This design comes from an exercise in tuning for small area, a short achievable clock period and few clock cycles per item on the open sky130 flow, not from production work. Function was checked by simulation only, so behaviour that the tests miss may differ from the original. Power figures rest on the tool's default switching activity, not on a simulated workload.

==> flow/design.v <==
module netblk_rx (
    input  wire        clk,
    input  wire        rst,
    input  wire        in_valid,
    output wire        in_ready,
    input  wire [31:0] in_data,
    input  wire [2:0]  in_nbytes,    
    input  wire        in_last,
    output wire        res_valid,
    input  wire        res_ready,
    output reg  [2:0]  res_kind,
    output reg  [31:0] res_src,
    output reg  [7:0]  res_type,
    output reg  [15:0] res_id,
    output reg  [15:0] res_seq,
    output reg  [10:0] res_dlen,
    output reg  [1:0]  res_rstat,
    output reg  [15:0] res_ip_csum,
    output reg  [15:0] res_icmp_csum
);
    localparam [10:0] CNT0 = 11'd2020;    
    function [15:0] oc_add;
        input [15:0] a;
        input [15:0] b;
        reg   [15:0] g, p, gg, pp, gn, pn, c;
        integer i, l;
        begin
            g = a & b;
            p = a ^ b;
            gg = g;
            pp = p;
            for (i = 1; i < 16; i = i + 2) begin
                gg[i] = g[i] | (p[i] & g[i - 1]);
                pp[i] = p[i] & p[i - 1];
            end
            for (l = 2; l < 16; l = l * 2) begin
                gn = gg;
                pn = pp;
                for (i = 1; i < 16; i = i + 2) begin
                    gn[i] = gg[i] | (pp[i] & gg[(i + 16 - l) % 16]);
                    pn[i] = pp[i] & pp[(i + 16 - l) % 16];
                end
                gg = gn;
                pp = pn;
            end
            for (i = 0; i < 16; i = i + 2)
                c[i] = gg[(i + 15) % 16];
            for (i = 1; i < 16; i = i + 2)
                c[i] = g[i - 1] | (p[i - 1] & c[i - 1]);
            oc_add = p ^ c;
        end
    endfunction
    function [15:0] oc_add3;
        input [15:0] a;
        input [15:0] b;
        input [15:0] c;
        reg   [15:0] s, y;
        begin
            s = a ^ b ^ c;
            y = (a & b) | (a & c) | (b & c);
            oc_add3 = oc_add(s, {y[14:0], y[15]});
        end
    endfunction
    reg        rdy;        
    reg        v1;
    reg [31:0] d1;
    reg [2:0]  nb1;
    reg        l1;
    reg        done;       
    reg        qv;         
    reg        icmp;       
    reg [2:0]  k2;         
    assign in_ready  = rdy;
    assign res_valid = done;
    wire accept = in_valid && rdy;
    wire c2     = v1 && !done;                
    wire take   = done && res_ready;
    wire absorb = v1 && done && !l1 && !qv;
    wire v1_next   = (v1 && !c2 && !absorb) || accept;
    wire l1_next   = accept ? in_last : l1;
    wire qv_next   = absorb || (qv && !c2);
    wire done_next = (c2 && l1) || (done && !res_ready);
    always @(posedge clk) begin
        if (rst) begin
            rdy  <= 1'b1;
            v1   <= 1'b0;
            done <= 1'b0;
            qv   <= 1'b0;
            k2   <= 3'd0;
        end else begin
            rdy  <= !(done_next && v1_next && (l1_next || qv_next));
            v1   <= v1_next;
            done <= done_next;
            qv   <= qv_next;
            if ((c2 && l1))
                k2 <= 3'd0;
            else if ((c2 || absorb) && k2 != 3'd7)
                k2 <= k2 + 3'd1;
        end
    end
    wire [2:0] k2p1 = (k2 == 3'd7) ? 3'd7 : k2 + 3'd1;
    wire       in_lt6 = v1 ? (l1 || k2 < 3'd5)     : (k2 < 3'd6);
    wire       in_at6 = v1 ? (!l1 && k2p1 == 3'd6) : (k2 == 3'd6);
    wire       in_zero = !rdy ||
                         (in_last && (in_lt6 || (in_at6 && !in_nbytes[2]) || !icmp));
    reg [31:0] in_masked;
    always @(*) begin
        if (in_zero)
            in_masked = 32'h0000_0000;
        else
            case (in_nbytes)
                3'd0:    in_masked = 32'h0000_0000;
                3'd1:    in_masked = in_data & 32'hFF00_0000;
                3'd2:    in_masked = in_data & 32'hFFFF_0000;
                3'd3:    in_masked = in_data & 32'hFFFF_FF00;
                default: in_masked = in_data;
            endcase
    end
    always @(posedge clk) begin
        d1 <= in_masked;
        if (accept) begin
            nb1 <= in_nbytes;
            l1  <= in_last;
        end
    end
    wire [31:0] w = d1;
    wire [10:0] kb    = res_dlen;
    wire [8:0]  kk    = kb[10:2];                   
    wire        at2   = (k2 == 3'd2);
    wire        at3   = (k2 == 3'd3);
    wire        at4   = (k2 == 3'd4);
    wire        at5   = (k2 == 3'd5);
    wire        at6   = (k2 == 3'd6);
    wire        data  = (k2 == 3'd7);
    wire        full  = nb1[2];                     
    wire        lt20  = !k2[2] || (at4 && !full);
    wire        neg   = !data && !(at6 && full);    
    wire        big   = data && (kk > 9'd368 || (kk == 9'd368 && nb1 != 3'd0));
    wire [3:0]  clo   = {1'b0, kb[2:0]} + {1'b0, nb1};
    reg  [7:0]  chi;
    integer j;
    always @(*) begin
        for (j = 0; j < 8; j = j + 1)
            chi[j] = kb[3 + j] ^ (clo[3] & (&(kb[3 +: 8] | (8'hFF << j))));
    end
    wire [10:0] cnt_n = {chi, clo[2:0]};
    wire        ge3     = icmp && !neg;
    wire        is_req  = ge3 && (res_type == 8'd8);
    wire        src_lb  = (res_src[31:24] == 8'd127);
    wire        send_ok = is_req && !big && src_lb;
    wire        last    = l1;
    wire [15:0] af    = oc_add3(res_icmp_csum, w[31:16], w[15:0]);
    wire [15:0] ibase = res_ip_csum;
    wire [3:0]  ilo   = {1'b0, ibase[2:0]} + {1'b0, nb1};
    reg  [12:0] ihi;
    integer m;
    always @(*) begin
        for (m = 0; m < 13; m = m + 1)
            ihi[m] = ibase[3 + m] ^ (ilo[3] & (&(ibase[3 +: 13] | (13'h1FFF << m))));
    end
    wire        icy   = ilo[3] & (&ibase[15:3]);
    wire [15:0] if1   = icy ? {13'd0, ilo[2:0] + 3'd1} : {ihi, ilo[2:0]};
    always @(posedge clk) begin
        if (c2) begin
            if (at2) icmp <= (d1[23:16] == 8'd1);
            if (at3 || (last && lt20))     res_src  <= d1;
            if (at5 || (last && !ge3))     res_type <= d1[31:24];
            if (at6 || (last && !ge3)) begin
                res_id  <= d1[31:16];
                res_seq <= d1[15:0];
            end
            res_dlen <= (last && !ge3) ? 11'd0 : cnt_n;
        end
        if (rst || take)
            res_dlen <= (qv_next && !rst) ? CNT0 + 11'd4 : CNT0;
        if (c2) begin
            if (last)              res_icmp_csum <= send_ok ? ~af : 16'd0;
            else if (at2)          res_icmp_csum <= 16'h0413;
            else if (at5)          res_icmp_csum <= 16'd0;
            else                   res_icmp_csum <= af;
            if (last)              res_ip_csum <= send_ok ? ~if1 : 16'd0;
            else if (at3)          res_ip_csum <= af;
            else                   res_ip_csum <= if1;
            if (last) begin
                res_kind  <= lt20                   ? 3'd0 :
                             !icmp                  ? 3'd1 :
                             neg                    ? 3'd2 :
                             (res_type == 8'd8)     ? 3'd3 :
                             (res_type == 8'd0)     ? 3'd4 : 3'd5;
                res_rstat <= !is_req ? 2'd0 :
                             big     ? 2'd2 :
                             !src_lb ? 2'd1 : 2'd0;
            end
        end
    end
endmodule
clock: 12.0 ns
lec_check: 0
cap_margin: 20
core_margin: 2
core_utilization: 80
slew_margin: 20
standard.sh (not shown) runs the stock make flow with config.mk's settings and CLKGATE_MAP_FILE= SYNTH_SCRIPT=/design/flow/synth_recipe.tcl, a recipe that flattens the netlist after the stock synthesis.
==> flow/flow/run.sh <==
#!/bin/bash
# Standard synthesis, then the standard layout with: plain buf_1 port
# buffers instead of the delay buffers buffer_ports picks by default; a
# clock tree of clkbuf_8 leaves under a clkbuf_16 root; and timing repair
# aiming at a setup slack of 8.45 ns.
set -euo pipefail
bash standard.sh synth > synth.log 2>&1
bash standard.sh \
  BUFFER_PORTS_ARGS="-buffer_cell sky130_fd_sc_hd__buf_1" \
  CTS_ARGS="-sink_clustering_enable -repair_clock_nets -buf_list sky130_fd_sc_hd__clkbuf_8 -root_buf sky130_fd_sc_hd__clkbuf_16" \
  SETUP_SLACK_MARGIN=8.45 \
  finish > layout.log 2>&1
The first run ended with an error in 5_1_grt.
Testbench counts at the start, summed over its fixed seeds: cycles 117,999, packets 3,200.
Next try:
--- a/flow/flow/run.sh
+++ b/flow/flow/run.sh
@@ -5 +5 @@
-# aiming at a setup slack of 8.45 ns.
+# aiming at a setup slack of 8.3 ns.
@@ -11 +11 @@
-  SETUP_SLACK_MARGIN=8.45 \
+  SETUP_SLACK_MARGIN=8.3 \
Settings changed: CORE_UTILIZATION 80 to 70.
The new run produced a clean layout.
Synthesized cell count stays the same.
Area after synthesis stays the same.
Next try:
--- a/flow/flow/run.sh
+++ b/flow/flow/run.sh
@@ -5 +5 @@
-# aiming at a setup slack of 8.3 ns.
+# aiming at a setup slack of 8.45 ns.
@@ -11 +11 @@
-  SETUP_SLACK_MARGIN=8.3 \
+  SETUP_SLACK_MARGIN=8.45 \
Result:
- The new run finished with timing, DRC and antenna clean
- power climbs slightly
- setup slack is better by 0.10 ns
- fmax climbs by a few percent
- core utilization climbs by 0.76 points
- synthesized area stays the same

## re-timing with driven ports
Ports are ideal in the flow. The routed layouts listed here were re-timed in OpenROAD. Step 1 assumes that a clkbuf_16 drives the clock port and a buf_2 every other input. Step 2 times the ports against the registers' clock, not the clock port: input delays grow and output delays shrink by t, the midpoint of the rising clock arrivals with the driver on. Three values: ideal, step 1, step 2; two values: the first two.
run | t (ns) | setup slack, ns | worst setup path after step 2 | worst register clock-pin slew, ns
the second run | 0.419 | 8.338 / 8.297 / 8.241 | input to register | 0.10 / 0.10
the third run | 0.421 | 8.438 / 8.433 / 8.173 | input to register | 0.11 / 0.11
After both steps every run listed still meets setup and hold. For the third run, which loses most, drivers alone change the setup slack by -0.005 ns; drivers and shift together by -0.265 ns.
